This design comes from an exercise in tuning for small area, a short achievable clock period and few clock cycles on the open sky130 flow, not from production work.
Function was not checked in any run shown here: the RTL went through the layout flow alone.
No activity file was given, so power comes from the tool's default toggle rates.

==> flow/design.v, too long to show whole: its modules and the start of the top module <==
// module tpb_codec: 331 lines
// module tpb_resmux: 35 lines
// module tpb_rsp: 105 lines
// module tpb_ctl: 93 lines
// module tpb_pw: 89 lines
// module tpb_mul300: 459 lines
// module tpb_divstep: 22 lines
module tpb_codec (
    input  wire        clk,
    input  wire        rst,         
    input  wire        cmd_valid,
    output wire        cmd_ready,
    input  wire [31:0] cmd_word,
    input  wire [63:0] cmd_opd,
    input  wire [15:0] cmd_flen,
    input  wire        frm_valid,
    output wire        frm_ready,
    input  wire [7:0]  frm_data,
    output wire        rsp_valid,
    output wire [7:0]  rsp_status,
    output wire [63:0] rsp_res
);
  // ...
==> flow/flow/run.sh <==
#!/bin/bash
# Layout flow: the standard flow (standard.sh, ORFS) with two settings
# that ORFS reads from the environment:
#  - BUFFER_PORTS_ARGS: the port buffers are sky130_fd_sc_hd__buf_2 cells
#    (every input and output port still gets its own buffer);
#  - CTS_ARGS: the clock tree is built as the standard flow builds it, but
#    without dummy load cells.
# The clock period, the SDC and every other step are the standard flow's.
set -euo pipefail
export BUFFER_PORTS_ARGS="-buffer_cell sky130_fd_sc_hd__buf_2"
export CTS_ARGS="-sink_clustering_enable -repair_clock_nets -dont_use_dummy_load -sink_clustering_size 30 -sink_clustering_max_diameter 75 -buf_list sky130_fd_sc_hd__clkbuf_16"
bash standard.sh > standard.log 2>&1
==> flow/standard.sh <==
#!/bin/bash
# synth_recipe.tcl (not shown) runs the flow's synth.tcl, then flattens the netlist and writes it again
# the make line also repeats each setting of config.mk as NAME=value (left out here)
make -C /OpenROAD-flow-scripts/flow DESIGN_CONFIG=/design/flow/config.mk WORK_HOME=/design/flow/orfs CLKGATE_MAP_FILE= SYNTH_SCRIPT=/design/flow/synth_recipe.tcl "${@:-finish}"
==> flow/config.mk <==
export PLATFORM = sky130hd
export DESIGN_NAME = tpb_codec
export DESIGN_NICKNAME = tpb_codec
export VERILOG_FILES = /design/flow/design.v
export SDC_FILE = /design/flow/constraint.sdc
export NUM_CORES = 8
export LEC_CHECK = 0
export ABC_AREA = 1
export CAP_MARGIN = 20
export CORE_MARGIN = 2
export CORE_UTILIZATION = 40
export CTS_BUF_LIST = sky130_fd_sc_hd__clkbuf_16
export CTS_CLUSTER_DIAMETER = 75
export CTS_CLUSTER_SIZE = 30
export SLEW_MARGIN = 20
export SYNTH_HIERARCHICAL = 1
==> flow/constraint.sdc <==
create_clock -name core_clock -period 70.0 [get_ports {clk}]
set_input_delay 14.0000 -clock core_clock [delete_from_list [all_inputs] [get_ports {clk}]]
set_output_delay 14.0000 -clock core_clock [all_outputs]
set_load 0.01 [all_outputs]
==> flow_summary.yaml, run 1 <==
cells_and_area:
  register_area_um2: 34520
  flops_and_latches: 1707
  largest_reg_flops: 1408
  syn_to_final_growth_pct: 7.432
  seq_share_pct: 60.11
  n_antenna_cell: 1
setup_path:
  cp-start-kind: "flip-flop"
  cp.required_ns: 56.00
  crit_path_cell_trace: "buf_2"
  path_depth: 1
  cp-endpoint: "rsp_valid"
  reg2regPathDepth: 48
floorplanning:
  nWellTaps: 1768
  num_rows: 134
  fp.dieW_um: 369.6
power_and_ir_drop:
  p_clk_mw: 0.495
  p_int_mw: 1.233
  powerDensity_nw_per_um2: 27.95
  p_switching_mw: 0.3729
synth:
  synth_commonest_cells: "1672 x dfxtp_1, 928 x nand2_1, 515 x inv_1"
  synth_compound_area_share_pct: 4.542
  synth_xor_area_share_pct: 1.259
  synth_ff_type: "dfxtp_1"
  syn_inst: 5186
  yosys.area_share.adder_pct: 4.409
global_routing:
  grt_max_degree: 76
  grt_pass1_vias: 31400
  grt_pass1_wl_mm: 189.4
  top_usage_layer: "met2"
  grt_use_met1_pct: 24.43
  antenna_found_initial: 3
sta:
  hold_violations: 0
  timing.setup.tns_ns: 0
detailed_routing:
  wl_met2_mm: 56.88
  via_per_inst: 4.617
  highest_layer: "met4"
outcome:
  status: "complete, no violations"
clock_network:
  cts_resized: 0
==> module tpb_codec, before the edit <==
module tpb_codec (
    input  wire        clk,
    input  wire        rst,         
    input  wire        cmd_valid,
    output wire        cmd_ready,
    input  wire [31:0] cmd_word,
    input  wire [63:0] cmd_opd,
    input  wire [15:0] cmd_flen,
    input  wire        frm_valid,
    output wire        frm_ready,
    input  wire [7:0]  frm_data,
    output wire        rsp_valid,
    output wire [7:0]  rsp_status,
    output wire [63:0] rsp_res
);
    localparam [3:0] ST_OK          = 4'h0;
    localparam [3:0] ST_BAD_SYNC    = 4'h1;
    localparam [3:0] ST_BAD_SIZE    = 4'h2;
    localparam [3:0] ST_BAD_PID     = 4'h3;
    localparam [3:0] ST_BAD_ADAPT   = 4'h4;
    localparam [3:0] ST_UNKNOWN_PKT = 4'h5;
    localparam [3:0] ST_BAD_OFFSET  = 4'h6;
    localparam [3:0] ST_ILLEGAL     = 4'hD;
    localparam NR = 11;             
    localparam RL = 16;             
    localparam DIV_K   = 8;
    localparam DIV_PAD = 2;
    localparam DIV_CYC = 8;
    localparam XW      = DIV_PAD + 64;
    reg [7:0]  p [0:11];            
    reg [7:0]  ring [0:NR-1][0:RL-1];
    reg [3:0]  ph;                  
    reg [3:0]  dofs;                
    reg [6:0]  err;                 
    reg        rv_q;
    reg [3:0]  rs_q;
    reg [41:0] rr_q;
    reg        crdy_q;
    reg        frdy_q;
    reg        clr_q;
    reg [3:0]  ccnt;
    reg        in_load;
    reg [7:0]  tk;                  
    reg        fb_v;
    reg [7:0]  fb_d;
    reg        load_ok;
    reg        sp_pend;
    reg [2:0]  a_op;                
    reg [7:0]  a_idx;
    reg [7:0]  a_dat;
    reg        w_pend;
    reg [7:0]  w_idx;
    reg [7:0]  w_dat;
    reg           busy;
    reg           sysrst_q;         
    reg [2:0]     ecnt;
    reg [XW-1:0]  xq;
    reg [6:0]     rem;
    assign cmd_ready  = crdy_q;
    assign frm_ready  = frdy_q;
    assign rsp_valid  = rv_q;
    assign rsp_status = {4'd0, rs_q};
    assign rsp_res    = {22'd0, rr_q};
    wire fire = cmd_valid & crdy_q;
    wire take = frm_valid & frdy_q;
    wire [1:0]  afc     = p[3][5:4];
    wire        has_af  = afc[1];
    wire        has_pl  = afc[0];
    wire [7:0]  af_len  = p[4];
    wire [12:0] pid     = {p[1][4:0], p[2]};
    wire        has_pcr = has_af & p[5][4];
    wire [41:0] pcr_rd;
    tpb_mul300 u_mul (
        .base ({p[6], p[7], p[8], p[9], p[10][7]}),
        .ext  ({p[10][0], p[11]}),
        .res  (pcr_rd)
    );
    wire [7:0] af_win_len = (af_len > 8'd183) ? 8'd183 : af_len;
    wire [8:0] pl_start   = has_af ? (9'd5 + {1'b0, af_len}) : 9'd4;
    wire [8:0] pl_off     = (pl_start > 9'd188) ? 9'd188 : pl_start;
    wire [8:0] pl_len     = 9'd188 - pl_off;
    wire [3:0] st_validate = (p[0] != 8'h47) ? ST_BAD_SYNC :
                             (has_af && af_len > 8'd183) ? ST_BAD_ADAPT : ST_OK;
    wire cls_unk = (p[0] != 8'h47) & (p[0] != 8'h80);
    wire cls_80  = (p[0] == 8'h80);
    wire [6:0] err_new;
    assign err_new[0] = rv_q && rs_q == ST_BAD_SYNC;
    assign err_new[1] = rv_q && rs_q == ST_BAD_SIZE;
    assign err_new[2] = rv_q && rs_q == ST_BAD_PID;
    assign err_new[3] = rv_q && rs_q == ST_BAD_ADAPT;
    assign err_new[4] = rv_q && rs_q == ST_UNKNOWN_PKT;
    assign err_new[5] = rv_q && rs_q == ST_BAD_OFFSET;
    assign err_new[6] = rv_q && rs_q == ST_ILLEGAL;
    wire [6:0]  err_eff  = err | err_new;
    wire [7:0] fidx  = tk - 8'd1;                   
    wire       fb_static = (fidx < 8'd12);
    wire       a_static  = (a_idx < 8'd12);
    wire       sp_rdb    = (a_op == 3'b000);    
    wire       sp_wr     = (a_op == 3'b001);    
    wire       sp_tsc    = (a_op == 3'b100);    
    wire       sp_afc    = (a_op == 3'b101);    
    wire       sp_clrpcr = (a_op == 3'b111);    
    wire       sp_clrerr = (a_op == 3'b110);    
    wire [7:0] raddr = w_pend ? w_idx : (fb_v ? fidx : a_idx);
    wire [7:0] rj    = raddr - 8'd12;
    wire [3:0] rring = rj[7:4];
    wire [3:0] rslot = rj[3:0] + dofs;
    wire       at_wr = (rslot == ph);                
    wire       at_rd = (rslot[2:0] == ph[2:0]);      
    wire ld_w  = fb_v & ((fidx == 8'd0) ? (fb_d == 8'h47) : load_ok);
    wire w_go  = w_pend & at_wr & ~clr_q;
    wire sp_go = sp_pend & ~w_pend & (a_static | (~clr_q & (sp_wr ? at_wr : at_rd)));
    wire [7:0] saddr = fb_v ? fidx : a_idx;
    wire       s_we  = fb_v ? (ld_w & fb_static) : (sp_go & sp_wr & a_static);
    wire [7:0] sbus  = fb_v ? fb_d : a_dat;
    wire       r_we  = w_go | (ld_w & ~fb_static) | (sp_go & sp_wr & ~a_static);
    wire [7:0] rbus  = clr_q ? 8'd0 : (w_pend ? w_dat : (fb_v ? fb_d : a_dat));
    reg [7:0] ring_rd;
    integer ri;
    always @* begin
        ring_rd = 8'd0;
        for (ri = 0; ri < NR; ri = ri + 1)
            if (rring == ri) ring_rd = ring_rd | ((rslot[3] ^ ph[3]) ? ring[ri][8] : ring[ri][0]);
    end
    wire [7:0] static_rd = p[a_idx[3:0]];
    wire [7:0] rd_byte   = a_static ? static_rd : ring_rd;
    wire [6:0]       st_r;
    wire [DIV_K-1:0] st_q;
    tpb_divstep #(.K(DIV_K)) u_div (
        .rem_in  (rem),
        .bits    (xq[XW-1:XW-DIV_K]),
        .rem_out (st_r),
        .q       (st_q)
    );
    wire [XW-1:0] xq_next  = {xq[XW-DIV_K-1:0], st_q};
    wire          div_last = busy & (ecnt == DIV_CYC - 1);
    wire [32:0]   base_wr  = xq_next[32:0];
    wire [8:0]    ext_wr   = {st_r, xq_next[XW-1:XW-2]};
    wire clr_first = clr_q & (ccnt == 4'd0);
    wire clr_pcr   = sp_go & sp_clrpcr & p[3][5];
    wire [7:0] s_val = (clr_first | clr_pcr) ? 8'd0 : sbus;
    reg [7:0] pn [0:11];
    integer bi;
    always @* begin
        for (bi = 0; bi < 12; bi = bi + 1) begin
            pn[bi] = p[bi];
            if (clr_first || (s_we && saddr[3:0] == bi) || (clr_pcr && bi >= 6))
                pn[bi] = s_val;
        end
        if (sp_go && sp_tsc) pn[3][7:6] = a_dat[1:0];
        if (sp_go && sp_afc) pn[3][5:4] = a_dat[1:0];
        if (clr_pcr) pn[5][4] = 1'b0;
        if (busy && ecnt == 3'd0) begin
            if (!p[3][5]) pn[3][5:4] = 2'b11;
            if (p[4] < 8'd7) pn[4] = 8'd7;
            pn[5][4] = 1'b1;
        end
        if (div_last) begin
            pn[6]  = base_wr[32:25];
            pn[7]  = base_wr[24:17];
            pn[8]  = base_wr[16:9];
            pn[9]  = base_wr[8:1];
            pn[10] = {base_wr[0], 6'b111111, ext_wr[8]};
            pn[11] = ext_wr[7:0];
        end
    end
    wire [95:0] p_cur  = {p[11], p[10], p[9], p[8], p[7], p[6], p[5], p[4], p[3], p[2], p[1], p[0]};
    wire [95:0] p_slow = {pn[11], pn[10], pn[9], pn[8], pn[7], pn[6], pn[5], pn[4], pn[3], pn[2], pn[1], pn[0]};
    wire [95:0] p_d;
    wire        o_rv_d;
    wire [3:0]  o_rs_d;
    wire [41:0] o_rr_d;
    wire [41:0] res_m;
    tpb_resmux u_res (
        .op          (cmd_word[7:0]),
        .p_cur       (p_cur),
        .cls_80      (cls_80),
        .af_win_len  (af_win_len),
        .pl_len      (pl_len[7:0]),
        .pl_off      (pl_off[7:0]),
        .pcr_rd      (pcr_rd),
        .err_eff     (err_eff),
        .m           (res_m)
    );
    tpb_rsp u_rsp (
        .fire        (fire),
        .cmd_word    (cmd_word),
        .cmd_flen    (cmd_flen),
        .m           (res_m),
        .st_validate (st_validate),
        .cls_unk     (cls_unk),
        .in_load     (in_load),
        .load_done   (in_load & take & (tk == 8'd187)),
        .load_ok     (load_ok),
        .sp_pend     (sp_pend),
        .sp_go       (sp_go),
        .sp_rdb      (sp_rdb),
        .sp_clrerr   (sp_clrerr),
        .err_eff     (err_eff),
        .w_pend      (w_pend),
        .rd_byte     (rd_byte),
        .rv_d        (o_rv_d),
        .rs_d        (o_rs_d),
        .rr_d        (o_rr_d)
    );
    tpb_pw u_pw (
        .fire        (fire),
        .cmd_word    (cmd_word),
        .p_cur       (p_cur),
        .p_slow      (p_slow),
        .p_d         (p_d)
    );
    integer rr, pp;
    always @(posedge clk) begin
        for (rr = 0; rr < NR; rr = rr + 1) begin
            for (pp = 0; pp < RL - 1; pp = pp + 1)
                ring[rr][pp] <= ring[rr][pp + 1];
            if (clr_q || (r_we && rring == rr))
                ring[rr][RL-1] <= rbus;
            else
                ring[rr][RL-1] <= ring[rr][0];
        end
        for (bi = 0; bi < 12; bi = bi + 1)
            p[bi] <= p_d[8*bi +: 8];
        ph <= ph + 4'd1;
        busy <= busy_d;
        if (busy) begin
            xq  <= xq_next;
            rem <= st_r;
            ecnt <= ecnt + 3'd1;
        end else begin
            xq  <= {{DIV_PAD{1'b0}}, cmd_opd};
            rem <= 7'd0;
            ecnt <= 3'd0;
        end
        sp_pend <= sp_pend_d;
        if (!sp_pend) begin
            a_idx <= cmd_word[15:8];
            a_dat <= cmd_word[23:16];
            a_op  <= {cmd_word[5], cmd_word[4], cmd_word[2]};
        end
        w_pend <= w_pend_d;
        if (fb_v && fidx == 8'd0 && fb_d == 8'h47) w_pend <= 1'b0;
        if (!w_pend) begin
            w_idx <= cmd_word[15:8];
            w_dat <= cmd_word[23:16];
        end
        fb_d <= frm_data;
        fb_v <= take & in_load;
        if (take & in_load) tk <= tk1;
        in_load <= in_load_d;
        if (fb_v && fidx == 8'd0) load_ok <= (fb_d == 8'h47);
        if (!in_load) tk <= 8'd0;
        if (ld_w && fidx == 8'd12) dofs <= ph;           
        sysrst_q <= sysrst_d;
        if (clr_q) begin
            ccnt <= ccnt + 4'd1;
            if (ccnt == 4'd15) clr_q <= 1'b0;
        end
        if (sysrst_q) begin
            clr_q  <= 1'b1;
            ccnt   <= 4'd0;
            w_pend <= 1'b0;
        end
        if (sysrst_q || (sp_go && sp_clrerr))
            err <= 7'd0;
        else
            err <= err_eff;
        rv_q <= o_rv_d;
        rs_q <= o_rs_d;
        rr_q <= o_rr_d;
        crdy_q <= crdy_d;
        frdy_q <= frdy_d;
        if (rst) begin
            ph      <= 4'd0;
            dofs    <= 4'd0;
            err     <= 7'd0;
            rv_q    <= 1'b0;
            crdy_q  <= 1'b0;
            frdy_q  <= 1'b0;
            clr_q   <= 1'b1;
            ccnt    <= 4'd0;
            w_pend  <= 1'b0;
            in_load <= 1'b0;
            tk      <= 8'd0;
            fb_v    <= 1'b0;
            load_ok <= 1'b0;
            sp_pend <= 1'b0;
            busy    <= 1'b0;
            sysrst_q <= 1'b0;
        end
    end
    wire [7:0] tk1    = tk + 8'd1;
    wire       ok_n   = (fb_v && fidx == 8'd0) ? (fb_d == 8'h47) : load_ok;
    wire [3:0] dofs_n = (ld_w && fidx == 8'd12) ? ph : dofs;
    wire [3:0] ph2    = ph + 4'd2;
    wire [7:0] tkj    = tk - 8'd12;
    wire [7:0] tk1j   = tk - 8'd11;
    wire       r_free = ~clr_q & ~w_pend;       
    wire fr_b = in_load & (tk < 8'd188) &
                ((tk < 8'd12) | ~ok_n |
                 (r_free & ((tk == 8'd12) | (ph2 == tkj[3:0] + dofs_n))));
    wire fr_a = in_load & (tk < 8'd187) &
                ((tk < 8'd11) | ~ok_n |
                 (r_free & ((tk == 8'd11) | (tk == 8'd12) | (ph2 == tk1j[3:0] + dofs_n))));
    wire busy_d, sp_pend_d, w_pend_d, in_load_d, sysrst_d, crdy_d, frdy_d;
    tpb_ctl u_ctl (
        .fire       (fire),
        .take       (take),
        .cmd_word   (cmd_word),
        .cmd_flen   (cmd_flen),
        .busy       (busy),
        .div_last   (div_last),
        .sp_pend    (sp_pend),
        .sp_go      (sp_go),
        .w_pend     (w_pend),
        .w_go       (w_go),
        .in_load    (in_load),
        .tk_last    (tk == 8'd187),
        .fr_a       (fr_a),
        .fr_b       (fr_b),
        .sysrst_q   (sysrst_q),
        .busy_d     (busy_d),
        .sp_pend_d  (sp_pend_d),
        .w_pend_d   (w_pend_d),
        .in_load_d  (in_load_d),
        .sysrst_d   (sysrst_d),
        .crdy_d     (crdy_d),
        .frdy_d     (frdy_d)
    );
endmodule
==> run 2: changes to the inputs <==
--- a/flow/design.v
+++ b/flow/design.v
@@ -75,10 +75,15 @@
         .ext  ({p[10][0], p[11]}),
         .res  (pcr_rd)
     );
-    wire [7:0] af_win_len = (af_len > 8'd183) ? 8'd183 : af_len;
-    wire [8:0] pl_start   = has_af ? (9'd5 + {1'b0, af_len}) : 9'd4;
-    wire [8:0] pl_off     = (pl_start > 9'd188) ? 9'd188 : pl_start;
-    wire [8:0] pl_len     = 9'd188 - pl_off;
+    wire [7:0] af_win_len;
+    wire [8:0] pl_off, pl_len;
+    tpb_fields u_fields (
+        .af_len     (af_len),
+        .has_af     (has_af),
+        .af_win_len (af_win_len),
+        .pl_off     (pl_off),
+        .pl_len     (pl_len)
+    );
     wire [3:0] st_validate = (p[0] != 8'h47) ? ST_BAD_SYNC :
                              (has_af && af_len > 8'd183) ? ST_BAD_ADAPT : ST_OK;
     wire cls_unk = (p[0] != 8'h47) & (p[0] != 8'h80);
@@ -122,7 +127,15 @@
         for (ri = 0; ri < NR; ri = ri + 1)
             if (rring == ri) ring_rd = ring_rd | ((rslot[3] ^ ph[3]) ? ring[ri][8] : ring[ri][0]);
     end
-    wire [7:0] static_rd = p[a_idx[3:0]];
+    reg [7:0] static_rd;
+    always @* begin
+        case (a_idx[3:0])
+            4'd0: static_rd = p[0];   4'd1: static_rd = p[1];   4'd2: static_rd = p[2];
+            4'd3: static_rd = p[3];   4'd4: static_rd = p[4];   4'd5: static_rd = p[5];
+            4'd6: static_rd = p[6];   4'd7: static_rd = p[7];   4'd8: static_rd = p[8];
+            4'd9: static_rd = p[9];   4'd10: static_rd = p[10]; default: static_rd = p[11];
+        endcase
+    end
     wire [7:0] rd_byte   = a_static ? static_rd : ring_rd;
     wire [6:0]       st_r;
     wire [DIV_K-1:0] st_q;
@@ -182,34 +195,6 @@
         .err_eff     (err_eff),
         .m           (res_m)
     );
-    tpb_rsp u_rsp (
-        .fire        (fire),
-        .cmd_word    (cmd_word),
-        .cmd_flen    (cmd_flen),
-        .m           (res_m),
-        .st_validate (st_validate),
-        .cls_unk     (cls_unk),
-        .in_load     (in_load),
-        .load_done   (in_load & take & (tk == 8'd187)),
-        .load_ok     (load_ok),
-        .sp_pend     (sp_pend),
-        .sp_go       (sp_go),
-        .sp_rdb      (sp_rdb),
-        .sp_clrerr   (sp_clrerr),
-        .err_eff     (err_eff),
-        .w_pend      (w_pend),
-        .rd_byte     (rd_byte),
-        .rv_d        (o_rv_d),
-        .rs_d        (o_rs_d),
-        .rr_d        (o_rr_d)
-    );
-    tpb_pw u_pw (
-        .fire        (fire),
-        .cmd_word    (cmd_word),
-        .p_cur       (p_cur),
-        .p_slow      (p_slow),
-        .p_d         (p_d)
-    );
     integer rr, pp;
     always @(posedge clk) begin
         for (rr = 0; rr < NR; rr = rr + 1) begin
@@ -293,82 +278,60 @@
     wire [7:0] tk1    = tk + 8'd1;
     wire       ok_n   = (fb_v && fidx == 8'd0) ? (fb_d == 8'h47) : load_ok;
     wire [3:0] dofs_n = (ld_w && fidx == 8'd12) ? ph : dofs;
-    wire [3:0] ph2    = ph + 4'd2;
-    wire [7:0] tkj    = tk - 8'd12;
-    wire [7:0] tk1j   = tk - 8'd11;
+    wire [3:0] al     = ph + 4'd14 - dofs_n;
     wire       r_free = ~clr_q & ~w_pend;       
     wire fr_b = in_load & (tk < 8'd188) &
                 ((tk < 8'd12) | ~ok_n |
-                 (r_free & ((tk == 8'd12) | (ph2 == tkj[3:0] + dofs_n))));
+                 (r_free & ((tk == 8'd12) | (tk[3:0] == al))));
     wire fr_a = in_load & (tk < 8'd187) &
                 ((tk < 8'd11) | ~ok_n |
-                 (r_free & ((tk == 8'd11) | (tk == 8'd12) | (ph2 == tk1j[3:0] + dofs_n))));
+                 (r_free & ((tk == 8'd11) | (tk == 8'd12) | (tk[3:0] + 4'd1 == al))));
     wire busy_d, sp_pend_d, w_pend_d, in_load_d, sysrst_d, crdy_d, frdy_d;
-    tpb_ctl u_ctl (
-        .fire       (fire),
-        .take       (take),
-        .cmd_word   (cmd_word),
-        .cmd_flen   (cmd_flen),
-        .busy       (busy),
-        .div_last   (div_last),
-        .sp_pend    (sp_pend),
-        .sp_go      (sp_go),
-        .w_pend     (w_pend),
-        .w_go       (w_go),
-        .in_load    (in_load),
-        .tk_last    (tk == 8'd187),
-        .fr_a       (fr_a),
-        .fr_b       (fr_b),
-        .sysrst_q   (sysrst_q),
-        .busy_d     (busy_d),
-        .sp_pend_d  (sp_pend_d),
-        .w_pend_d   (w_pend_d),
-        .in_load_d  (in_load_d),
-        .sysrst_d   (sysrst_d),
-        .crdy_d     (crdy_d),
-        .frdy_d     (frdy_d)
+    tpb_cmd u_cmd (
+        .fire        (fire),
+        .take        (take),
+        .cmd_word    (cmd_word),
+        .cmd_flen    (cmd_flen),
+        .m           (res_m),
+        .st_validate (st_validate),
+        .cls_unk     (cls_unk),
+        .in_load     (in_load),
+        .load_done   (in_load & take & (tk == 8'd187)),
+        .load_ok     (load_ok),
+        .sp_pend     (sp_pend),
+        .sp_go       (sp_go),
+        .sp_rdb      (sp_rdb),
+        .sp_clrerr   (sp_clrerr),
+        .err_eff     (err_eff),
+        .w_pend      (w_pend),
+        .w_go        (w_go),
+        .rd_byte     (rd_byte),
+        .busy        (busy),
+        .div_last    (div_last),
+        .tk_last     (tk == 8'd187),
+        .fr_a        (fr_a),
+        .fr_b        (fr_b),
+        .sysrst_q    (sysrst_q),
+        .p_slow      (p_slow),
+        .rv_d        (o_rv_d),
+        .rs_d        (o_rs_d),
+        .rr_d        (o_rr_d),
+        .busy_d      (busy_d),
+        .sp_pend_d   (sp_pend_d),
+        .w_pend_d    (w_pend_d),
+        .in_load_d   (in_load_d),
+        .sysrst_d    (sysrst_d),
+        .crdy_d      (crdy_d),
+        .frdy_d      (frdy_d),
+        .p_d         (p_d)
     );
 endmodule
-module tpb_resmux (
-    input  wire [7:0]  op,
-    input  wire [95:0] p_cur,
-    input  wire        cls_80,
-    input  wire [7:0]  af_win_len,
-    input  wire [7:0]  pl_len,
-    input  wire [7:0]  pl_off,
-    input  wire [41:0] pcr_rd,
-    input  wire [6:0]  err_eff,
-    output wire [41:0] m
-);
-    wire [7:0] p1 = p_cur[15:8], p2 = p_cur[23:16], p3 = p_cur[31:24], p5 = p_cur[47:40];
-    wire       has_af  = p3[5];
-    wire       has_pl  = p3[4];
-    wire       has_pcr = has_af & p5[4];
-    wire [12:0] pid    = {p1[4:0], p2};
-    wire [13:0] err_full = {err_eff[6], 6'd0, err_eff[5:0], 1'b0};
-    assign m =
-        ({42{(op == 8'h05) & cls_80}} & 42'd1) |
-        ({42{(op == 8'h10)}} & {41'd0, p1[7]}) |
-        ({42{(op == 8'h13)}} & {41'd0, p1[6]}) |
-        ({42{(op == 8'h16)}} & {41'd0, p1[5]}) |
-        ({42{(op == 8'h20)}} & {29'd0, pid}) |
-        ({42{(op == 8'h22)}} & {40'd0, p3[7:6]}) |
-        ({42{(op == 8'h24)}} & {40'd0, p3[5:4]}) |
-        ({42{(op == 8'h26)}} & {38'd0, p3[3:0]}) |
-        ({42{(op == 8'h28)}} & {41'd0, (pid == 13'h1FFF)}) |
-        ({42{(op == 8'h30)}} & {41'd0, has_af}) |
-        ({42{(op == 8'h31)}} & {41'd0, has_pl}) |
-        ({42{(op == 8'h32) & has_af}} & {26'd0, af_win_len, 8'd5}) |
-        ({42{(op == 8'h33) & has_pl}} & {26'd0, pl_len, pl_off}) |
-        ({42{(op == 8'h34)}} & {41'd0, has_pcr}) |
-        ({42{(op == 8'h35) & has_pcr}} & pcr_rd) |
-        ({42{(op == 8'hF0)}} & {28'd0, err_full});
-endmodule
-module tpb_rsp (
+module tpb_cmd (
     input  wire        fire,
+    input  wire        take,
     input  wire [31:0] cmd_word,
     input  wire [15:0] cmd_flen,
-    input  wire [41:0] m,
+    input  wire [41:0] m,            
     input  wire [3:0]  st_validate,
     input  wire        cls_unk,
     input  wire        in_load,
@@ -380,73 +343,79 @@
     input  wire        sp_clrerr,
     input  wire [6:0]  err_eff,
     input  wire        w_pend,
+    input  wire        w_go,
     input  wire [7:0]  rd_byte,
+    input  wire        busy,
+    input  wire        div_last,
+    input  wire        tk_last,
+    input  wire        fr_a,
+    input  wire        fr_b,
+    input  wire        sysrst_q,
+    input  wire [95:0] p_slow,
     output reg         rv_d,
     output reg  [3:0]  rs_d,
-    output reg  [41:0] rr_d
+    output reg  [41:0] rr_d,
+    output wire        busy_d,
+    output wire        sp_pend_d,
+    output wire        w_pend_d,
+    output wire        in_load_d,
+    output wire        sysrst_d,
+    output wire        crdy_d,
+    output wire        frdy_d,
+    output reg  [95:0] p_d
 );
-    function [19:0] dec;
-        input [31:0] w;
-        input [15:0] flen;
-        reg [7:0] op, idx;
-        reg [15:0] imm;
-        reg valid, n_idx, n_hi8, n_m4, n_2, n_lo2;
-        reg z_idx, z_hi8, z_m4, z_2, z_lo2, f0, fx, fx8, fm4, fm2, ok, ring;
-        begin
-            op = w[7:0]; idx = w[15:8]; imm = w[31:16];
-            valid = 1'b1; n_idx = 1'b1; n_hi8 = 1'b1; n_m4 = 1'b1; n_2 = 1'b1; n_lo2 = 1'b1;
-            case (op)
-                8'h00, 8'h01, 8'h02, 8'h05, 8'h10, 8'h11, 8'h12, 8'h13, 8'h14, 8'h15,
-                8'h16, 8'h17, 8'h18, 8'h20, 8'h22, 8'h24, 8'h26, 8'h28, 8'h30, 8'h31,
-                8'h32, 8'h33, 8'h34, 8'h35, 8'h36, 8'h37, 8'hF0, 8'hF1, 8'hF2: ;
-                8'h03: n_idx = 1'b0;
-                8'h04: begin n_idx = 1'b0; n_m4 = 1'b0; n_2 = 1'b0; n_lo2 = 1'b0; end
-                8'h21: begin n_hi8 = 1'b0; n_m4 = 1'b0; n_2 = 1'b0; n_lo2 = 1'b0; end
-                8'h27: begin n_2 = 1'b0; n_lo2 = 1'b0; end
-                8'h23, 8'h25: n_lo2 = 1'b0;
-                default: valid = 1'b0;
-            endcase
-            z_idx = (idx == 8'd0);
-            z_hi8 = (imm[15:8] == 8'd0);
-            z_m4  = (imm[7:4] == 4'd0);
-            z_2   = (imm[3:2] == 2'd0);
-            z_lo2 = (imm[1:0] == 2'd0);
-            f0  = z_idx & z_hi8 & z_m4 & z_2 & z_lo2;
-            fx  = z_hi8 & z_m4 & z_2 & z_lo2;
-            fx8 = z_hi8;
-            fm4 = z_idx & z_hi8 & z_m4;
-            fm2 = z_idx & z_hi8 & z_m4 & z_2;
-            ok  = (idx < 8'd188);
-            ring = (idx >= 8'd12);
-            dec[0]  = ~(valid & (z_idx | ~n_idx) & (z_hi8 | ~n_hi8) & (z_m4 | ~n_m4) &
-                        (z_2 | ~n_2) & (z_lo2 | ~n_lo2));
-            dec[1]  = (op == 8'h01) & f0 & (flen == 16'd188);
-            dec[2]  = (op == 8'h01) & f0 & (flen != 16'd188);
-            dec[3]  = (op == 8'h02) & f0;
-            dec[4]  = ((((op == 8'h03) & fx) | ((op == 8'h04) & fx8)) & ok) |
-                      (((op == 8'h23) | (op == 8'h25)) & fm2) |
-                      (((op == 8'h37) | (op == 8'hF1)) & f0);
-            dec[5]  = (((op == 8'h03) & fx) | ((op == 8'h04) & fx8)) & ~ok;
-            dec[6]  = (op == 8'h05) & f0;
-            dec[7]  = (op == 8'h21) & z_idx & (imm[15:13] == 3'd0);
-            dec[8]  = (op == 8'h21) & z_idx & (imm[15:13] != 3'd0);
-            dec[9]  = (op == 8'h27) & fm4;
-            dec[10] = (op == 8'h36) & f0;
-            dec[11] = (op == 8'hF2) & f0;
-            dec[12] = (op == 8'h11) & f0;
-            dec[13] = (op == 8'h12) & f0;
-            dec[14] = (op == 8'h14) & f0;
-            dec[15] = (op == 8'h15) & f0;
-            dec[16] = (op == 8'h17) & f0;
-            dec[17] = (op == 8'h18) & f0;
-            dec[18] = (op == 8'h04) & fx8 & ok & ring;
-            dec[19] = f0;
-        end
-    endfunction
-    wire [19:0] dl = dec(cmd_word, cmd_flen);
-    wire ill = dl[0], L_load = dl[1], L_loadbad = dl[2], L_val = dl[3];
-    wire L_slow = dl[4], L_offbad = dl[5], L_cls = dl[6], L_pidbad = dl[8];
-    wire f0_ok = dl[19];
+    wire [7:0]  op  = cmd_word[7:0];
+    wire [7:0]  idx = cmd_word[15:8];
+    wire [15:0] imm = cmd_word[31:16];
+    wire z_idx = (idx == 8'd0);
+    wire z_hi8 = (imm[15:8] == 8'd0);
+    wire z_m4  = (imm[7:4] == 4'd0);
+    wire z_2   = (imm[3:2] == 2'd0);
+    wire z_lo2 = (imm[1:0] == 2'd0);
+    wire f0_ok  = z_idx & z_hi8 & z_m4 & z_2 & z_lo2;
+    wire fx_ok  = z_hi8 & z_m4 & z_2 & z_lo2;
+    wire fx8_ok = z_hi8;
+    wire fm4_ok = z_idx & z_hi8 & z_m4;
+    wire fm2_ok = z_idx & z_hi8 & z_m4 & z_2;
+    wire idx_ok = (idx < 8'd188);
+    wire idx_ring = (idx >= 8'd12);
+    wire pid_ok = (imm[15:13] == 3'd0);
+    wire flen_ok = (cmd_flen == 16'd188);
+    reg valid, n_idx, n_hi8, n_m4, n_2, n_lo2;
+    always @* begin
+        valid = 1'b1; n_idx = 1'b1; n_hi8 = 1'b1; n_m4 = 1'b1; n_2 = 1'b1; n_lo2 = 1'b1;
+        case (op)
+            8'h00, 8'h01, 8'h02, 8'h05, 8'h10, 8'h11, 8'h12, 8'h13, 8'h14, 8'h15,
+            8'h16, 8'h17, 8'h18, 8'h20, 8'h22, 8'h24, 8'h26, 8'h28, 8'h30, 8'h31,
+            8'h32, 8'h33, 8'h34, 8'h35, 8'h36, 8'h37, 8'hF0, 8'hF1, 8'hF2: ;    
+            8'h03: n_idx = 1'b0;                                               
+            8'h04: begin n_idx = 1'b0; n_m4 = 1'b0; n_2 = 1'b0; n_lo2 = 1'b0; end   
+            8'h21: begin n_hi8 = 1'b0; n_m4 = 1'b0; n_2 = 1'b0; n_lo2 = 1'b0; end   
+            8'h27: begin n_2 = 1'b0; n_lo2 = 1'b0; end                         
+            8'h23, 8'h25: n_lo2 = 1'b0;                                        
+            default: valid = 1'b0;
+        endcase
+    end
+    wire ill = ~(valid & (z_idx | ~n_idx) & (z_hi8 | ~n_hi8) & (z_m4 | ~n_m4) &
+                 (z_2 | ~n_2) & (z_lo2 | ~n_lo2));
+    wire L_load    = (op == 8'h01) & f0_ok & flen_ok;       
+    wire L_loadbad = (op == 8'h01) & f0_ok & ~flen_ok;      
+    wire L_val     = (op == 8'h02) & f0_ok;                 
+    wire L_rw      = ((op == 8'h03) & fx_ok) | ((op == 8'h04) & fx8_ok);
+    wire L_slow    = (L_rw & idx_ok) | (((op == 8'h23) | (op == 8'h25)) & fm2_ok) |
+                     (((op == 8'h37) | (op == 8'hF1)) & f0_ok);
+    wire L_offbad  = L_rw & ~idx_ok;                        
+    wire L_cls     = (op == 8'h05) & f0_ok;                 
+    wire L_pid     = (op == 8'h21) & z_idx & pid_ok;        
+    wire L_pidbad  = (op == 8'h21) & z_idx & ~pid_ok;       
+    wire L_cc      = (op == 8'h27) & fm4_ok;                
+    wire L_pcr     = (op == 8'h36) & f0_ok;                 
+    wire L_sysrst  = (op == 8'hF2) & f0_ok;                 
+    wire L_tei_s   = (op == 8'h11) & f0_ok, L_tei_c = (op == 8'h12) & f0_ok;
+    wire L_pus_s   = (op == 8'h14) & f0_ok, L_pus_c = (op == 8'h15) & f0_ok;
+    wire L_tp_s    = (op == 8'h17) & f0_ok, L_tp_c  = (op == 8'h18) & f0_ok;
+    wire L_wrbring = (op == 8'h04) & fx8_ok & idx_ok & idx_ring;    
+    wire wrb_now   = L_wrbring & ~w_pend;
     wire [3:0] f_st;
     assign f_st[0] = (L_val & st_validate[0]) | (L_cls & cls_unk) | L_pidbad | ill;
     assign f_st[1] = L_loadbad | L_offbad | L_pidbad;
@@ -463,97 +432,11 @@
             rr_d = ({42{sp_rdb}} & {34'd0, rd_byte}) |
                    ({42{sp_clrerr}} & {28'd0, err_eff[6], 6'd0, err_eff[5:0], 1'b0});
         end else begin
-            rv_d = fire & ~L_load & ~(L_slow & ~(dl[18] & ~w_pend));
+            rv_d = fire & ~L_load & ~(L_slow & ~wrb_now);
             rs_d = f_st;
             rr_d = {42{f0_ok}} & m;
         end
     end
-endmodule
-module tpb_ctl (
-    input  wire fire,
-    input  wire take,
-    input  wire [31:0] cmd_word,
-    input  wire [15:0] cmd_flen,
-    input  wire busy,
-    input  wire div_last,
-    input  wire sp_pend,
-    input  wire sp_go,
-    input  wire w_pend,
-    input  wire w_go,
-    input  wire in_load,
-    input  wire tk_last,
-    input  wire fr_a,
-    input  wire fr_b,
-    input  wire sysrst_q,
-    output wire busy_d,
-    output wire sp_pend_d,
-    output wire w_pend_d,
-    output wire in_load_d,
-    output wire sysrst_d,
-    output wire crdy_d,
-    output wire frdy_d
-);
-    function [19:0] dec;
-        input [31:0] w;
-        input [15:0] flen;
-        reg [7:0] op, idx;
-        reg [15:0] imm;
-        reg valid, n_idx, n_hi8, n_m4, n_2, n_lo2;
-        reg z_idx, z_hi8, z_m4, z_2, z_lo2, f0, fx, fx8, fm4, fm2, ok, ring;
-        begin
-            op = w[7:0]; idx = w[15:8]; imm = w[31:16];
-            valid = 1'b1; n_idx = 1'b1; n_hi8 = 1'b1; n_m4 = 1'b1; n_2 = 1'b1; n_lo2 = 1'b1;
-            case (op)
-                8'h00, 8'h01, 8'h02, 8'h05, 8'h10, 8'h11, 8'h12, 8'h13, 8'h14, 8'h15,
-                8'h16, 8'h17, 8'h18, 8'h20, 8'h22, 8'h24, 8'h26, 8'h28, 8'h30, 8'h31,
-                8'h32, 8'h33, 8'h34, 8'h35, 8'h36, 8'h37, 8'hF0, 8'hF1, 8'hF2: ;
-                8'h03: n_idx = 1'b0;
-                8'h04: begin n_idx = 1'b0; n_m4 = 1'b0; n_2 = 1'b0; n_lo2 = 1'b0; end
-                8'h21: begin n_hi8 = 1'b0; n_m4 = 1'b0; n_2 = 1'b0; n_lo2 = 1'b0; end
-                8'h27: begin n_2 = 1'b0; n_lo2 = 1'b0; end
-                8'h23, 8'h25: n_lo2 = 1'b0;
-                default: valid = 1'b0;
-            endcase
-            z_idx = (idx == 8'd0);
-            z_hi8 = (imm[15:8] == 8'd0);
-            z_m4  = (imm[7:4] == 4'd0);
-            z_2   = (imm[3:2] == 2'd0);
-            z_lo2 = (imm[1:0] == 2'd0);
-            f0  = z_idx & z_hi8 & z_m4 & z_2 & z_lo2;
-            fx  = z_hi8 & z_m4 & z_2 & z_lo2;
-            fx8 = z_hi8;
-            fm4 = z_idx & z_hi8 & z_m4;
-            fm2 = z_idx & z_hi8 & z_m4 & z_2;
-            ok  = (idx < 8'd188);
-            ring = (idx >= 8'd12);
-            dec[0]  = ~(valid & (z_idx | ~n_idx) & (z_hi8 | ~n_hi8) & (z_m4 | ~n_m4) &
-                        (z_2 | ~n_2) & (z_lo2 | ~n_lo2));
-            dec[1]  = (op == 8'h01) & f0 & (flen == 16'd188);
-            dec[2]  = (op == 8'h01) & f0 & (flen != 16'd188);
-            dec[3]  = (op == 8'h02) & f0;
-            dec[4]  = ((((op == 8'h03) & fx) | ((op == 8'h04) & fx8)) & ok) |
-                      (((op == 8'h23) | (op == 8'h25)) & fm2) |
-                      (((op == 8'h37) | (op == 8'hF1)) & f0);
-            dec[5]  = (((op == 8'h03) & fx) | ((op == 8'h04) & fx8)) & ~ok;
-            dec[6]  = (op == 8'h05) & f0;
-            dec[7]  = (op == 8'h21) & z_idx & (imm[15:13] == 3'd0);
-            dec[8]  = (op == 8'h21) & z_idx & (imm[15:13] != 3'd0);
-            dec[9]  = (op == 8'h27) & fm4;
-            dec[10] = (op == 8'h36) & f0;
-            dec[11] = (op == 8'hF2) & f0;
-            dec[12] = (op == 8'h11) & f0;
-            dec[13] = (op == 8'h12) & f0;
-            dec[14] = (op == 8'h14) & f0;
-            dec[15] = (op == 8'h15) & f0;
-            dec[16] = (op == 8'h17) & f0;
-            dec[17] = (op == 8'h18) & f0;
-            dec[18] = (op == 8'h04) & fx8 & ok & ring;
-            dec[19] = f0;
-        end
-    endfunction
-    wire [19:0] dl = dec(cmd_word, cmd_flen);
-    wire L_load = dl[1], L_slow = dl[4], L_pcr = dl[10], L_sysrst = dl[11], L_wrbring = dl[18];
-    wire wrb_now = L_wrbring & ~w_pend;
     assign busy_d    = busy ? ~div_last : (fire & L_pcr);
     assign sp_pend_d = sp_pend ? ~sp_go : (fire & L_slow & ~wrb_now);
     assign w_pend_d  = w_pend ? ~w_go : (fire & wrb_now);
@@ -561,79 +444,6 @@
     assign sysrst_d  = fire & L_sysrst;
     assign crdy_d    = ~((fire & (L_pcr | L_sysrst)) | (busy & ~div_last) | sysrst_q);
     assign frdy_d    = (fire & L_load) | (take ? fr_a : fr_b);
-endmodule
-module tpb_pw (
-    input  wire        fire,
-    input  wire [31:0] cmd_word,
-    input  wire [95:0] p_cur,
-    input  wire [95:0] p_slow,
-    output reg  [95:0] p_d
-);
-    wire has_af = p_cur[29];
-    wire [7:0] p4 = p_cur[39:32];
-    function [19:0] dec;
-        input [31:0] w;
-        input [15:0] flen;
-        reg [7:0] op, idx;
-        reg [15:0] imm;
-        reg valid, n_idx, n_hi8, n_m4, n_2, n_lo2;
-        reg z_idx, z_hi8, z_m4, z_2, z_lo2, f0, fx, fx8, fm4, fm2, ok, ring;
-        begin
-            op = w[7:0]; idx = w[15:8]; imm = w[31:16];
-            valid = 1'b1; n_idx = 1'b1; n_hi8 = 1'b1; n_m4 = 1'b1; n_2 = 1'b1; n_lo2 = 1'b1;
-            case (op)
-                8'h00, 8'h01, 8'h02, 8'h05, 8'h10, 8'h11, 8'h12, 8'h13, 8'h14, 8'h15,
-                8'h16, 8'h17, 8'h18, 8'h20, 8'h22, 8'h24, 8'h26, 8'h28, 8'h30, 8'h31,
-                8'h32, 8'h33, 8'h34, 8'h35, 8'h36, 8'h37, 8'hF0, 8'hF1, 8'hF2: ;
-                8'h03: n_idx = 1'b0;
-                8'h04: begin n_idx = 1'b0; n_m4 = 1'b0; n_2 = 1'b0; n_lo2 = 1'b0; end
-                8'h21: begin n_hi8 = 1'b0; n_m4 = 1'b0; n_2 = 1'b0; n_lo2 = 1'b0; end
-                8'h27: begin n_2 = 1'b0; n_lo2 = 1'b0; end
-                8'h23, 8'h25: n_lo2 = 1'b0;
-                default: valid = 1'b0;
-            endcase
-            z_idx = (idx == 8'd0);
-            z_hi8 = (imm[15:8] == 8'd0);
-            z_m4  = (imm[7:4] == 4'd0);
-            z_2   = (imm[3:2] == 2'd0);
-            z_lo2 = (imm[1:0] == 2'd0);
-            f0  = z_idx & z_hi8 & z_m4 & z_2 & z_lo2;
-            fx  = z_hi8 & z_m4 & z_2 & z_lo2;
-            fx8 = z_hi8;
-            fm4 = z_idx & z_hi8 & z_m4;
-            fm2 = z_idx & z_hi8 & z_m4 & z_2;
-            ok  = (idx < 8'd188);
-            ring = (idx >= 8'd12);
-            dec[0]  = ~(valid & (z_idx | ~n_idx) & (z_hi8 | ~n_hi8) & (z_m4 | ~n_m4) &
-                        (z_2 | ~n_2) & (z_lo2 | ~n_lo2));
-            dec[1]  = (op == 8'h01) & f0 & (flen == 16'd188);
-            dec[2]  = (op == 8'h01) & f0 & (flen != 16'd188);
-            dec[3]  = (op == 8'h02) & f0;
-            dec[4]  = ((((op == 8'h03) & fx) | ((op == 8'h04) & fx8)) & ok) |
-                      (((op == 8'h23) | (op == 8'h25)) & fm2) |
-                      (((op == 8'h37) | (op == 8'hF1)) & f0);
-            dec[5]  = (((op == 8'h03) & fx) | ((op == 8'h04) & fx8)) & ~ok;
-            dec[6]  = (op == 8'h05) & f0;
-            dec[7]  = (op == 8'h21) & z_idx & (imm[15:13] == 3'd0);
-            dec[8]  = (op == 8'h21) & z_idx & (imm[15:13] != 3'd0);
-            dec[9]  = (op == 8'h27) & fm4;
-            dec[10] = (op == 8'h36) & f0;
-            dec[11] = (op == 8'hF2) & f0;
-            dec[12] = (op == 8'h11) & f0;
-            dec[13] = (op == 8'h12) & f0;
-            dec[14] = (op == 8'h14) & f0;
-            dec[15] = (op == 8'h15) & f0;
-            dec[16] = (op == 8'h17) & f0;
-            dec[17] = (op == 8'h18) & f0;
-            dec[18] = (op == 8'h04) & fx8 & ok & ring;
-            dec[19] = f0;
-        end
-    endfunction
-    wire [19:0] dl = dec(cmd_word, 16'd0);
-    wire [15:0] imm = cmd_word[31:16];
-    wire L_pid = dl[7], L_cc = dl[9];
-    wire L_tei_s = dl[12], L_tei_c = dl[13], L_pus_s = dl[14], L_pus_c = dl[15];
-    wire L_tp_s = dl[16], L_tp_c = dl[17];
     always @* begin
         p_d = p_slow;
         if (fire) begin
@@ -651,6 +461,55 @@
         end
     end
 endmodule
+module tpb_resmux (
+    input  wire [7:0]  op,
+    input  wire [95:0] p_cur,
+    input  wire        cls_80,
+    input  wire [7:0]  af_win_len,
+    input  wire [7:0]  pl_len,
+    input  wire [7:0]  pl_off,
+    input  wire [41:0] pcr_rd,
+    input  wire [6:0]  err_eff,
+    output wire [41:0] m
+);
+    wire [7:0] p1 = p_cur[15:8], p2 = p_cur[23:16], p3 = p_cur[31:24], p5 = p_cur[47:40];
+    wire       has_af  = p3[5];
+    wire       has_pl  = p3[4];
+    wire       has_pcr = has_af & p5[4];
+    wire [12:0] pid    = {p1[4:0], p2};
+    wire [13:0] err_full = {err_eff[6], 6'd0, err_eff[5:0], 1'b0};
+    assign m =
+        ({42{(op == 8'h05) & cls_80}} & 42'd1) |
+        ({42{(op == 8'h10)}} & {41'd0, p1[7]}) |
+        ({42{(op == 8'h13)}} & {41'd0, p1[6]}) |
+        ({42{(op == 8'h16)}} & {41'd0, p1[5]}) |
+        ({42{(op == 8'h20)}} & {29'd0, pid}) |
+        ({42{(op == 8'h22)}} & {40'd0, p3[7:6]}) |
+        ({42{(op == 8'h24)}} & {40'd0, p3[5:4]}) |
+        ({42{(op == 8'h26)}} & {38'd0, p3[3:0]}) |
+        ({42{(op == 8'h28)}} & {41'd0, (pid == 13'h1FFF)}) |
+        ({42{(op == 8'h30)}} & {41'd0, has_af}) |
+        ({42{(op == 8'h31)}} & {41'd0, has_pl}) |
+        ({42{(op == 8'h32) & has_af}} & {26'd0, af_win_len, 8'd5}) |
+        ({42{(op == 8'h33) & has_pl}} & {26'd0, pl_len, pl_off}) |
+        ({42{(op == 8'h34)}} & {41'd0, has_pcr}) |
+        ({42{(op == 8'h35) & has_pcr}} & pcr_rd) |
+        ({42{(op == 8'hF0)}} & {28'd0, err_full});
+endmodule
+module tpb_fields (
+    input  wire [7:0] af_len,
+    input  wire       has_af,
+    output wire [7:0] af_win_len,
+    output wire [8:0] pl_off,
+    output wire [8:0] pl_len
+);
+    wire       l_big = (af_len >= 8'd183);
+    wire [7:0] l_p5  = af_len + 8'd5;           
+    wire [7:0] l_m   = 8'd183 - af_len;         
+    assign af_win_len = (af_len > 8'd183) ? 8'd183 : af_len;
+    assign pl_off = has_af ? (l_big ? 9'd188 : {1'b0, l_p5}) : 9'd4;
+    assign pl_len = has_af ? (l_big ? 9'd0 : {1'b0, l_m}) : 9'd184;
+endmodule
 module tpb_mul300 (
     input  wire [32:0] base,
     input  wire [8:0]  ext,
==> run 2 against run 1 <==
Via count increased by 0.89%. Sequential power about the same. Combinational power increased by about 50%. Setup slack improved by 0.017 ns. Area after synthesis decreased by 0.30%. Clock skew increased by 0.023 ns. Maximum frequency increased by 0.11%. Still clean on timing, DRC and antenna. Flip-flop and latch count unchanged. Sequential share of layout area increased by 0.38 points. Power increased by 3.3%. Utilization increased by 0.16 points. First-iteration DRC count increased by 6.1%.
==> flow_summary.yaml, run 2 <==
outcome:
  status: "complete, no violations"
clock_network:
  clock_tree.htree_level_count: 3
  cts_buffers: 79
  tritoncts: "built"
  hold_buffers: 0
  cts_setup_buffers: 0
  cts_resized: 0
  clock-root-buffer: "clkbuf_16"
  clk_latency_ns: 0.73
  path_clk_slew_ns: 0.10
  clkSinkCount: 1707
  clockBufferDepth: 3
detailed_routing:
  via_per_inst: 4.622
  dr.pass1.iters: 5
  wire_per_inst_um: 17.85
  via_count: 32740
  drcViolationCount: 0
  routed_wl_mm: 126.4
  drtIter0Drc: 2183
  drtAntennaViolNets: 0
min_path:
  min_path_cells: 0
  hp-class: "flip-flop to flip-flop"
cells_and_area:
  final_cell_mix: "1671 x dfxtp_1, 1226 x nand2_1, 448 x inv_1, 360 x nand3_1, 328 x nor2_1"
  drive_gt1_share_pct: 10.23
  top_regs: "ring: 1408 flops, p: 96 flops, xq: 66 flops"
  fin_util_pct: 43.31
  final_common_cell: "dfxtp_1"
  register_area_um2: 34520
  nFillCells: 12670
  fin_nets: 5600
  regMostFlops: "ring"
  fin_area_um2: 57080
  largest_reg_flops: 1408
  multi_input_area_um2: 15490
  syn_to_final_growth_pct: 7.089
power_and_ir_drop:
  p_clk_share_pct: 29.2
  p_switching_mw: 0.4108
  p_int_mw: 1.248
  combPwrFrac_pct: 10.2
  leakagePower_nw: 25.36
  p_sw_share_pct: 24.77
  pwr-share-seq_pct: 60.7
  powerDensity_nw_per_um2: 29.05
  irDropWorstVdd_v: 0.00002203
global_routing:
  grt_pass1_vias: 31500
  grt_max_degree: 67
  grtUsageTotal_pct: 18.50
  grt_pass1_wl_mm: 191.6
  antenna_found_initial: 12
  gr-total-overflow: 0
floorplanning:
  num_rows: 133
  dieArea_um2: 136200
  start_util_pct: 40.44
  fp.dieW_um: 369.1
  die_h_um: 369.1
  coreArea_um2: 131800
  num_io_pins: 199
sta:
  post-route-period-util_pct: 22.16
  setup_violations: 0
  hold_violations: 0
  worstMarginPinSlew_ns: 1.087
  timing.setup.tns_ns: 0
  grt_setup_unrepaired: "no"
  clock_skew_ns: 0.1091
  slew_violations: 0
  min_period_ns: 15.51
  timing.fmax_mhz: 64.45
  slew_headroom_pct: 27.16
setup_path:
  path_depth: 8
  cp-start-kind: "primary input"
  worstSetupPathType: "primary input to flip-flop"
  cp_top_family: "simple AND/OR/NAND/NOR gates"
  cpPeakStageDelay_ns: 0.63
  worstPathBufferInverterCount: 2
  crit_arrival_ns: 16.03
  cp_max_fo: 20
  critPathCaptureType: "flip-flop"
  cp_slowest_cell: "nand2_1"
  crit_path_cell_trace: "buf_2 -> inv_1 -> nand2_1 -> nor2_2 -> nand2_2 -> nor2_2 -> nand2_1 -> mux2_4"
  reg2regPathDepth: 49
  cp.required_ns: 70.51
placed_design:
  finalWeightedCongestion: 0.9380
  post-dp-hpwl_mm: 91.08
  portBuffers: 172
  dpl_cell_area_um2: 55100
synth:
  syn_avg_cell_area_um2: 10.12
  syn_inst: 5268
  syn_area_um2: 53300
  yosys_warnings: 12
flow_run:
  drv_cap: 0
run 2: cell type report:
cell class              instances  area share (%)
flip-flops and latches       1707           60.48
multi-input cells            2855           27.14
well taps                    1755           3.847
clock buffers                  79           3.463
inverters                     489           3.237
repair buffers                195           1.810
diodes                          4         0.01754
run 2: power groups by stage:
| stage | combinational [mW] | clock (mW) | sequential (mW) |
|---|---|---|---|
| finish | 0.169 | 0.484 | 1.01 |
| global route | 0.197 | 0.532 | 1.01 |
| CTS | 0.171 | 0.499 | 1.01 |
| detailed placement | 0.169 | 0 | 1.03 |
| global placement | 0.169 | 0 | 1.03 |
| floorplan | 0.135 | 0 | 1.02 |
run 2: layer usage:
layer	vias up	wire [um]	global-route usage, %
met4	8	5315	7.347
li1	16520	-	-
met5	-	40	0
met1	15280	56510	23.67
met3	221	5784	3.173
met2	714	58790	31.01
run 2: worst reg2reg max path: cells and delay by family (launching register included):
family,cells,cell delay (ns)
simple gates,13,1.29
xor+xnor,1,0.13
fa+ha+maj,27,10.58
buf+inv,8,0.47
flops,1,0.52
run 2: final timing paths:
path                 end        start  slack [ns]
max              p[2][6]  cmd_word[2]       54.49
min          ring[36][4]  ring[37][4]        0.27
max reg2reg     rr_q[41]     p[10][7]       56.91
min reg2reg  ring[36][4]  ring[37][4]        0.27
run 2: through the flow:
stage / setup slack (ns) / std cells / power [mW] / hold slack [ns]
floorplan: 54.82 / 5293 / 1.151 / 0.3096
global placement: 53.88 / 7001 / 1.197 / 0.3096
detailed placement: 53.88 / 7001 / 1.197 / 0.3121
CTS: 54.54 / 7080 / 1.675 / 0.2685
global route: 54.40 / 7083 / 1.735 / 0.2606
finish: 54.49 / 7084 / 1.658 / 0.2742
==> run 3: changes to the inputs <==
--- a/flow/design.v
+++ b/flow/design.v
@@ -120,12 +120,15 @@
     wire [7:0] sbus  = fb_v ? fb_d : a_dat;
     wire       r_we  = w_go | (ld_w & ~fb_static) | (sp_go & sp_wr & ~a_static);
     wire [7:0] rbus  = clr_q ? 8'd0 : (w_pend ? w_dat : (fb_v ? fb_d : a_dat));
+    wire       rd_hi = rslot[3] ^ ph[3];           
     reg [7:0] ring_rd;
     integer ri;
     always @* begin
         ring_rd = 8'd0;
-        for (ri = 0; ri < NR; ri = ri + 1)
-            if (rring == ri) ring_rd = ring_rd | ((rslot[3] ^ ph[3]) ? ring[ri][8] : ring[ri][0]);
+        for (ri = 0; ri < NR; ri = ri + 1) begin
+            ring_rd = ring_rd | ({8{(rring == ri) & ~rd_hi}} & ring[ri][0])
+                              | ({8{(rring == ri) &  rd_hi}} & ring[ri][8]);
+        end
     end
     reg [7:0] static_rd;
     always @* begin
==> run 3 against run 2 <==
Routed wire length shrank 5.8%. Utilization barely moved. Sequential power hardly changed. Area after synthesis down 1.8%. First-iteration DRC count grew 5.3%. Clock skew fell by 0.025 ns. Register-to-register slack worse by 0.20 ns. Die area down 1.8%.
==> flow_summary.yaml, run 3 <==
outcome:
  status: "complete, no violations"
synth:
  syn_avg_cell_area_um2: 10.29
  syn_area_um2: 52320
  syn_inst: 5085
  yosys_warnings: 12
floorplanning:
  coreArea_um2: 129600
  fp.dieW_um: 365.7
  start_util_pct: 40.36
  num_rows: 132
  die_h_um: 365.7
  num_io_pins: 199
  dieArea_um2: 133700
sta:
  timing.setup.tns_ns: 0
  slew_violations: 0
  worstMarginPinSlew_ns: 1.153
  min_period_ns: 15.67
  hold_violations: 0
  clock_skew_ns: 0.08440
  grt_setup_unrepaired: "no"
  timing.fmax_mhz: 63.80
  slew_headroom_pct: 22.56
  setup_violations: 0
  post-route-period-util_pct: 22.39
power_and_ir_drop:
  powerDensity_nw_per_um2: 29.30
  irDropWorstVdd_v: 0.00001887
  leakagePower_nw: 24.64
setup_path:
  cp-start-kind: "primary input"
  worstSetupPathType: "primary input to flip-flop"
  cp-startpoint: "cmd_word[14]"
  critPathCaptureType: "flip-flop"
  cp-endpoint: "p[1][5]"
  crit_arrival_ns: 16.19
  ff2ff_setup_slack_ns: 56.71
  cp_max_fo: 36
  r2r-end: "rr_q[41]"
  reg2regPathDepth: 48
  r2r-start: "p[9][0]"
  cp.required_ns: 70.51
detailed_routing:
  via_count: 31880
  wire_per_inst_um: 17.23
  drtAntennaViolNets: 0
  dr.pass1.iters: 5
  via_per_inst: 4.614
  drcViolationCount: 0
  routed_wl_mm: 119.1
  drtIter0Drc: 2299
cells_and_area:
  largest_reg_flops: 1408
  regMostFlops: "ring"
  fin_nets: 5442
  top_regs: "ring: 1408 flops, p: 96 flops, xq: 66 flops"
  fin_area_um2: 56150
  drive_gt1_share_pct: 9.754
  final_cell_mix: "1671 x dfxtp_1, 946 x nand2_1, 472 x inv_1, 456 x nor2_1, 352 x nand3_1"
  final_common_cell: "dfxtp_1"
  multi_input_area_um2: 14530
  nFillCells: 12530
  syn_to_final_growth_pct: 7.320
  register_area_um2: 34520
clock_network:
  clkSinkCount: 1707
  tritoncts: "built"
  cts_setup_buffers: 0
  path_clk_slew_ns: 0.10
  clock_tree.htree_level_count: 3
  cts_buffers: 78
  hold_buffers: 0
  cts_resized: 0
  clock-root-buffer: "clkbuf_16"
  clk_latency_ns: 0.70
  clockBufferDepth: 3
global_routing:
  grt_pass1_vias: 30190
  grt_pass1_wl_mm: 180.1
  grt_max_degree: 83
  antenna_found_initial: 8
  grtUsageTotal_pct: 17.80
  gr-total-overflow: 0
placed_design:
  dpl_cell_area_um2: 54180
  post-dp-hpwl_mm: 88.03
  finalWeightedCongestion: 0.9455
  portBuffers: 172
min_path:
  hp-class: "flip-flop to flip-flop"
flow_run:
  drv_cap: 0
-- run 3: critical path, stage by stage --
cell and delay [ns]:
buf_2 0.11, inv_1 0.16, nand2_1 0.09, nor2_2 0.33
nand3_2 0.29, nor2_4 0.31, nand2_4 0.28, clkinv_4 0.22
nand2_2 0.15, o22a_1 0.23
-- run 3: per-stage QoR --
stage          utilization (%)  setup WS (ns)  total power [mW]  hold slack (ns)  cells
2_1_floorplan                -          54.82             1.148           0.3096   5110
3_3_place_gp             41.79          53.78             1.186           0.3095   6830
3_5_place_dp             41.79          53.79             1.189           0.3121   6830
4_1_cts                  43.29          54.44             1.663           0.2551   6908
5_1_grt                  43.31          54.30             1.723           0.2541   6909
6_report                 43.31          54.33             1.645           0.2473   6910
-- run 3: area by class of cell --
type / instances / share of cell area [%]
inverters: 501 / 3.358
diodes: 1 / 0.004457
multi-input cells: 2684 / 25.88
well taps: 1742 / 3.882
clock buffers: 78 / 3.476
flip-flops and latches: 1707 / 61.49
repair buffers: 197 / 1.912
-- run 3: power breakdown --
group          leakage [nW]  internal, mW  switching (mW)
Sequential             13.9         0.986          0.0197
Clock                 0.961         0.200           0.279
Combinational          9.80        0.0584           0.103
-- run 3: worst min-delay path by stage --
stage               slack [ns]    startpoint  cells past startpoint            to
floorplan                 0.31    ring[1][0]                      0    ring[0][0]
global placement          0.31  ring[118][5]                      0  ring[117][5]
detailed placement        0.31  ring[129][5]                      0  ring[128][5]
CTS                       0.26   ring[51][1]                      0   ring[50][1]
global route              0.25   ring[62][1]                      0   ring[61][1]
finish                    0.25   ring[51][1]                      0   ring[50][1]
-- run 3: metal layers --
| metal | share of wire (%) | up-vias | track usage (%) |
|---|---|---|---|
| li1 | - | 15970 | - |
| met1 | 46 | 14850 | 24.20 |
| met2 | 44 | 849 | 28.37 |
| met3 | 5.1 | 209 | 2.841 |
| met4 | 4.4 | 8 | 7.012 |
| met5 | 0.037 | - | 0 |

[re-timing with driven ports]
The results above use ideal ports. As a check the final layouts listed here were re-extracted and re-timed, cells and wires unchanged. Step 1: set_driving_cell puts a clkbuf_16 on clk and a buf_2 on each other input, an assumption about the parent block. Step 2 also shifts input and output timing later by t, the mid clock arrival at the registers, as if the neighbouring blocks saw the same clock. Slacks: no drivers / after step 1 / after step 2; pairs: no drivers / after step 1.
run	shift t [ns]	slack for setup (ns)	cell pins on the clock port's net
run 1	0.725	54.468 / 54.395 / 54.160	1
run 2	0.756	54.485 / 54.477 / 53.721	1
run 3	0.729	54.325 / 54.324 / 53.595	1
After both steps every run listed still meets setup and hold. The setup slack of run 2, which loses most, moves by -0.008 ns with the drivers and by -0.764 ns with both steps.
